This design comes from an exercise in tuning for small area, a short achievable clock period and few clock cycles on the open sky130 flow, not from production work. Function was checked by simulation only, so behaviour that the tests miss may differ from the original. Power figures rest on the tool's default switching activity, not on a simulated workload.

==> inputs of tundra <==
Design playvm_core, start of the top module:
module playvm_core (
    input  wire        clk,
    input  wire        rst,
    output wire [31:0] imem_index,
    input  wire [31:0] imem_w0,
    input  wire [31:0] imem_w1,
    input  wire [31:0] prog_len,
    output reg         running,
    output reg  [3:0]  status,
    output wire [31:0] reg_r0,
    output wire [31:0] reg_r1,
    output wire [31:0] reg_r2,
    output wire [31:0] reg_sp,
    output wire [31:0] reg_fl,
    output wire [31:0] ip,
    output wire [31:0] unk_count,
    output reg  [2:0]  evt,
    output reg  [31:0] evt_info
);
    localparam [3:0] ST_RUNNING = 4'd0, ST_HALTED = 4'd1, ST_IP_OOB = 4'd2,
                     ST_DIV = 4'd3, ST_OVERFLOW = 4'd4, ST_UNDERFLOW = 4'd5,
                     ST_UNUSED = 4'd6, ST_BAD_REG = 4'd7, ST_BAD_KIND = 4'd8;
    localparam [1:0] M_RUN = 2'd0, M_SPW = 2'd1, M_DIT = 2'd2, M_DS = 2'd3;
    reg [31:0] r0, r1, r2, fl;
    reg [4:0]  sp;                   
    reg [31:0] pc;
    reg [31:0] unk;
    reg [31:0] stk [0:31];
  ...
clock: 12.0 ns
lec_check: 0
cap_margin: 20
core_margin: 2
core_utilization: 50
place_density: 0.65
slew_margin: 20
standard.sh (not shown) runs the stock make flow with config.mk's settings and CLKGATE_MAP_FILE= SYNTH_SCRIPT=/design/flow/synth_recipe.tcl, a recipe that flattens the netlist after the stock synthesis.
==> flow/flow/run.sh <==
#!/bin/bash
# Standard ORFS layout (the standard.sh, unchanged scripts and constraints), with
# two settings changed on its make command line:
#  - repair_timing aims for 7 ns of setup slack at the design's 12 ns clock;
#  - the port buffers that buffer_ports inserts are buf_1 cells.
set -uo pipefail
bash standard.sh SETUP_SLACK_MARGIN=7 'BUFFER_PORTS_ARGS=-buffer_cell sky130_fd_sc_hd__buf_1' finish > flow.log 2>&1
==> delta: changes against tundra <==
--- a/flow/design.v
+++ b/flow/design.v
@@ -15,17 +15,17 @@
     output wire [31:0] ip,
     output wire [31:0] unk_count,
     output reg  [2:0]  evt,
     output reg  [31:0] evt_info
 );
     localparam [3:0] ST_RUNNING = 4'd0, ST_HALTED = 4'd1, ST_IP_OOB = 4'd2,
                      ST_DIV = 4'd3, ST_OVERFLOW = 4'd4, ST_UNDERFLOW = 4'd5,
                      ST_UNUSED = 4'd6, ST_BAD_REG = 4'd7, ST_BAD_KIND = 4'd8;
-    localparam [1:0] M_RUN = 2'd0, M_SPW = 2'd1, M_DIT = 2'd2, M_DS = 2'd3;
+    localparam [1:0] M_RUN = 2'd0, M_SPW = 2'd1, M_DIT = 2'd2, M_DW = 2'd3;
     reg [31:0] r0, r1, r2, fl;
     reg [4:0]  sp;                   
     reg [31:0] pc;
     reg [31:0] unk;
     reg [31:0] stk [0:31];
     assign reg_r0    = r0;
     assign reg_r1    = r1;
     assign reg_r2    = r2;
@@ -179,19 +179,16 @@
     wire       pop_sp  = i_pop & i_s0[3];
     wire       pop_ok  = ~pop_sp | (top_spf == ST_RUNNING);
     wire       fault   = fault_e | ~pop_ok | (i_div & div_bad);
     wire [3:0] fst     = fault_e ? fst_e : ~pop_ok ? top_spf : ST_DIV;
     reg  [31:0] d_rem, d_q;
     reg  [33:0] d_dv;
     reg  [5:0]  d_cnt;
     reg         d_neg, d_par, d_nz;
-    reg  [31:0] d_qm;                    
-    reg         d_pqm;                   
-    reg  [5:0]  d_kr;                    
     reg  [4:0]  d_s;                     
     function [5:0] tlen(input [31:0] t);
         integer m;
         begin
             tlen[5] = t[31];
             tlen[4] = t[15] & ~t[31];
             tlen[3] = (t[7] & ~t[15]) | (t[23] & ~t[31]);
             tlen[2] = 1'b0;
@@ -219,62 +216,61 @@
     wire [31:0] d_sm = smear(b ^ {32{b[31]}});
     wire        d_q0 = a[31] ? (((d_ca & ~(d_sm >> 2)) == 32'd0) & d_sm[1])
                              : ((d_ca & ~(d_sm >> 1)) == 32'd0);
     wire [5:0]  d_k  = tlen(d_sa) + {5'd0, a[31]} - tlen(d_sm);    
     wire [34:0] d_diff = {3'b0, d_rem} - {1'b0, d_dv};
     wire        d_fits = ~d_diff[34];
     wire [31:0] d_qn   = {d_q[30:0], d_fits};
     wire        d_last = (d_cnt == 6'd0);
-    wire [31:0] d_qmn  = d_fits ? {d_q[30:0], 1'b0} : {d_qm[30:0], 1'b1};
-    wire        d_pqmn = d_fits ? d_par : ~(d_pqm ^ d_qm[31]);
-    wire [31:0] d_res  = d_neg ? ~d_qmn : d_qn;
+    wire [31:0] d_negq = ~d_q + 32'd1;
     reg  [31:0] dres, dres_fw;
     reg         dwr;
     always @(*) begin
         dwr     = 1'b0;
         dres    = 32'd0;
         dres_fw = 32'd5;
         case (mstate)
-            M_DIT: begin                         
-                dwr     = d_last & ~d_s[3];
-                dres    = d_res;
-                dres_fw = {29'd0, d_neg ? ~d_pqmn : ~(d_par ^ d_fits), d_res[31], ~d_nz & ~d_fits};
+            M_DIT: begin
+                dwr     = d_last & ~d_neg;
+                dres    = d_qn;
+                dres_fw = {29'd0, ~(d_par ^ d_fits), d_q[30], ~d_nz & ~d_fits};
             end
             M_SPW: begin                         
                 dwr     = 1'b1;
                 dres    = d_q;
                 dres_fw = {29'd0, ~^d_q, d_q[31], d_q == 32'd0};
             end
+            M_DW: begin
+                dwr     = 1'b1;
+                dres    = d_negq;
+                dres_fw = {29'd0, ~^d_negq, d_negq[31], ~d_nz};
+            end
             default: ;
         endcase
     end
-    wire [3:0] d_spf = (mstate == M_SPW) ? spw_fault(d_q) : ST_RUNNING;
+    wire [3:0] d_spf = d_s[3] ? spw_fault(dres) : ST_RUNNING;    
     wire       d_ok  = (d_spf == ST_RUNNING);
     wire        redirect = exec & jpre;         
     wire [31:0] target   = b;
     wire        take     = (~irv & ~rf) | exec;          
     wire [31:0] fseq     = {32{running}} & (take ? FN : F);
     assign imem_index = redirect ? target : fseq;
-    wire        dq0   = i_div & ~div_bad & d_q0 & ~i_s0[3];
-    wire        dq0s  = i_div & ~div_bad & d_q0 & i_s0[3];
-    wire        wr_f  = ok_e & (alu_w | i_pop);             
-    wire        wr_e  = wr_f | (ok_e & dq0);                
+    wire        dq0   = i_div & ~div_bad & d_q0;          
+    wire        wr_e  = ok_e & (alu_w | i_pop | dq0);       
     wire        wr_d  = dwr & d_ok;
     wire [31:0] wdat  = dwr ? dres : i_pop ? top : i_div ? 32'd0 : alu;
     wire [31:0] r0n   = ((wr_e & i_s0[0]) | (wr_d & d_s[0])) ? wdat : r0;
     wire [31:0] r1n   = ((wr_e & i_s0[1]) | (wr_d & d_s[1])) ? wdat : r1;
     wire [31:0] r2n   = ((wr_e & i_s0[2]) | (wr_d & d_s[2])) ? wdat : r2;
-    wire [31:0] r0f   = ((wr_f & i_s0[0]) | (wr_d & d_s[0])) ? wdat : r0;
-    wire [31:0] r1f   = ((wr_f & i_s0[1]) | (wr_d & d_s[1])) ? wdat : r1;
-    wire [31:0] r2f   = ((wr_f & i_s0[2]) | (wr_d & d_s[2])) ? wdat : r2;
     reg  [4:0]  spn;
     always @(*) begin
         spn = sp;
         if (ok_e) begin
+            if (dq0 & i_s0[3]) spn = 5'd0;
             if (i_pop & i_s0[3] & pop_ok) spn = top[4:0];
             if ((i_pop & ~i_s0[3]) | i_popf | i_ret) spn = spm1;
             if (i_pusht) spn = spp1;
         end
         if (wr_d & d_s[3]) spn = dres[4:0];
     end
     wire        fl_we = (ok_e & (alu_w | i_cmp | (i_pop & i_s0[4]) | i_popf | dq0)) | wr_d;
     wire [31:0] fln   = dwr ? dres_fw : i_alu ? alu_fw : i_cmp ? cmp_fw : i_div ? 32'd5 : top;
@@ -291,37 +287,33 @@
     wire [31:0] tos_n = (irv & i_pusht) ? pushv : stk[sprd];
     wire        tosv_n = ~((exec & (i_alu | i_pop | i_div) & i_s0[3]) | (dwr & d_s[3]) |
                            (irv & (i_pusht | (i_popt & tosv)) & ~exec));
     wire        running_n = running & ~(exec & fault) & ~(dwr & ~d_ok);
     wire        irv_n     = redirect ? 1'b0 : take ? 1'b1 : irv;
     reg  [1:0]  mstate_n;
     always @(*) begin
         mstate_n = mstate;
-        if (ok_e & (alu_sp | dq0s))
+        if (ok_e & alu_sp)
             mstate_n = M_SPW;
         else if (ok_e & i_div & ~div_bad & ~d_q0)
-            mstate_n = M_DS;
+            mstate_n = M_DIT;
         else case (mstate)
-            M_DIT:        if (d_last) mstate_n = d_s[3] ? M_SPW : M_RUN;
-            M_DS:         mstate_n = M_DIT;
-            M_SPW:        mstate_n = M_RUN;
+            M_DIT:        if (d_last) mstate_n = d_neg ? M_DW : M_RUN;
+            M_DW, M_SPW:  mstate_n = M_RUN;
             default: ;
         endcase
     end
     wire        popt_n    = cap ? (n_pop | n_popf | n_ret) : i_popt;
     wire        rccp      = cap ? (n_cc[6] | n_cc[7]) : (i_cc[6] | i_cc[7]);    
-    wire        fl_wj     = (ok_e & (alu_w | i_cmp | (i_pop & i_s0[4]) | i_popf | i_div)) | dwr;
-    wire        rbreg     = ~(rret | rcsp | rinc | rdec | rkimm);    
-    wire        dvrd      = exec & i_div & ((|(rs0[2:0] & i_s0[2:0])) | ((|(rs1[2:0] & i_s0[2:0])) & rbreg));
-    wire        opv_n     = ~(fl_wj & (rs0[4] | (rs1[4] & ~rkimm) | rccp)) & ~dvrd;
+    wire        opv_n     = ~(fl_we & (rs0[4] | (rs1[4] & ~rkimm) | rccp));
     wire        exec_n    = running_n & irv_n & (mstate_n == M_RUN) & (tosv_n | ~popt_n) & opv_n;
     wire [7:0]  rimm  = cap ? w1[15:8] : i_imm;
     wire [7:0]  n_cc  = {8{n_jcc}} & (8'd1 << (o6[2:0] - 3'd7));       
-    wire [31:0] fl_nx = fl_wj ? {fln[31:3], 1'b0, fln[1:0]} : fl;
+    wire [31:0] fl_nx = fl_we ? {fln[31:3], 1'b0, fln[1:0]} : fl;
     always @(posedge clk)
         jpre <= cap ? (n_jmp | n_call | n_ret | cc_eval(n_cc, fl_nx))
                     : (i_jmp | i_call | i_ret | cc_eval(i_cc, fl_nx));
     always @(posedge clk) begin
         if (rst) begin
             r0 <= 32'd0; r1 <= 32'd0; r2 <= 32'd0; fl <= 32'd0; sp <= 5'd0;
             opv <= 1'b0; exec <= 1'b0;
             pc <= 32'd0; F <= 32'd0; FN <= 32'd1; irv <= 1'b0; tosv <= 1'b0;
@@ -356,82 +348,65 @@
             if (ok_e) begin
                 if (i_pusht)
                     stk[sp] <= pushv;
                 if (alu_sp) begin
                     d_q    <= alu;
                     d_s    <= 5'b01000;
                     mstate <= M_SPW;
                 end
-                if (dq0s) begin
-                    d_q    <= 32'd0;
-                    d_s    <= 5'b01000;
-                    mstate <= M_SPW;
-                end
                 if (i_div & ~div_bad & ~d_q0) begin
                     d_rem  <= absa;
-                    d_dv   <= {2'b0, absb};
-                    d_kr   <= d_k;
+                    d_dv   <= {2'b0, absb} << d_k;
+                    d_cnt  <= d_k;
                     d_q    <= 32'd0;
-                    d_qm   <= 32'hFFFF_FFFF;
                     d_par  <= 1'b0;
-                    d_pqm  <= 1'b0;
                     d_nz   <= 1'b0;
                     d_neg  <= a[31] ^ b[31];
                     d_s    <= i_s0;
-                    mstate <= M_DS;
+                    mstate <= M_DIT;
                 end
                 if (i_prnt) evt <= 3'd4;
                 if (i_dmp)  evt <= 3'd5;
                 if (i_lea)  evt <= 3'd3;
                 if (i_unk) begin
                     evt <= 3'd1;
                     if (unk != 32'hFFFF_FFFF) unk <= unk + 32'd1;
                 end
             end
             case (mstate)
                 M_DIT: begin
                     if (d_fits) d_rem <= d_diff[31:0];
                     d_dv  <= d_dv >> 1;
                     d_q   <= d_qn;
-                    d_qm  <= d_qmn;
-                    d_pqm <= d_pqmn;
                     d_par <= d_par ^ d_fits;
                     d_nz  <= d_nz | d_fits;
                     d_cnt <= d_cnt - 6'd1;
-                    if (d_last) begin
-                        mstate <= d_s[3] ? M_SPW : M_RUN;
-                        d_q    <= d_res;
-                    end
-                end
-                M_DS: begin
-                    d_dv   <= d_dv << d_kr;
-                    d_cnt  <= d_kr;
-                    mstate <= M_DIT;
+                    if (d_last) mstate <= d_neg ? M_DW : M_RUN;
                 end
-                M_SPW: mstate <= M_RUN;
+                M_DW, M_SPW: mstate <= M_RUN;
                 default: ;
             endcase
             if (dwr & ~d_ok) begin
                 running <= 1'b0;
                 status  <= d_spf;
             end
             r0 <= r0n;
             r1 <= r1n;
             r2 <= r2n;
             sp <= spn;
             if (fl_we) fl <= fln;
-            A   <= ({32{rs0[0]}} & r0f) | ({32{rs0[1]}} & r1f) | ({32{rs0[2]}} & r2f) |
+            A   <= ({32{rs0[0]}} & r0n) | ({32{rs0[1]}} & r1n) | ({32{rs0[2]}} & r2n) |
                    ({32{rs0[3]}} & {27'd0, spn}) | ({32{rs0[4]}} & fl);
             B   <= rret  ? tos_n :
                    rcsp  ? {27'd0, spn + 5'd1} :
                    rinc  ? 32'd1 :
                    rdec  ? 32'hFFFF_FFFF :
                    rkimm ? {24'd0, rimm} :
-                   ({32{rs1[0]}} & r0f) | ({32{rs1[1]}} & r1f) | ({32{rs1[2]}} & r2f) |
+                   ({32{rs1[0]}} & r0n) | ({32{rs1[1]}} & r1n) | ({32{rs1[2]}} & r2n) |
                    ({32{rs1[3]}} & {27'd0, spn}) | ({32{rs1[4]}} & fl);
             opv <= opv_n;
         end
     end
     always @(posedge clk) begin
         if (take & ~redirect) begin
             i_oob    <= (F >= prog_len);
             i_info   <= n_unused ? 32'd0 : (n_prnt | n_dmp) ? w1 : w0;
==> results.txt <==
metric	tundra	delta
Status	complete, no violations	complete, no violations
Beginning of the worst hold path	i_imm[5]	i_imm[0]
Net Sw Power	9.15 mW	10.2 mW
Layout clock buffer count	234	233
Critical path startpoint	B[0]	A[31]
Switching share of power	40.1%	41.4%
Seq cells	1673	1634
Post-placement cell count	10300	10100
Combinational group share of total power	43.2%	46.6%
Multi-input gate share of the layout cell area	39.6%	40.1%
Clock network share of area	5.44%	5.58%
Filler cells	14700	14100
Seq pwr share	33.0%	30.9%
Testbench counts of tundra, summed over its fixed seeds: cycles 63,254.
Testbench counts of delta, summed over its fixed seeds: cycles 61,851.

[separate check: timing with driven ports]
The results above use ideal ports. As a check the final layouts listed here were re-extracted and re-timed, cells and wires unchanged. Step 1: set_driving_cell puts a clkbuf_16 on clk and a buf_2 on each other input, an assumption about the parent block. Step 2 moves the port delays by t, midway between the first and last clock arrival at a register: inputs arrive t later, outputs are due t later. That takes back most of the time a late clock gives input paths. a / b / c = ideal ports / drivers / drivers and shift; a / b = the first two.
run	t (ns)	slack for setup (ns)	latest minus earliest clock arrival (ns)
tundra	0.928	6.857 / 6.857 / 6.119	0.098 / 0.099
delta	0.919	6.564 / 6.564 / 6.112	0.064 / 0.065
After both steps setup and hold are still met in every run listed. For tundra, which loses most, drivers alone change the setup slack by 0.000 ns; drivers and shift together by -0.738 ns.
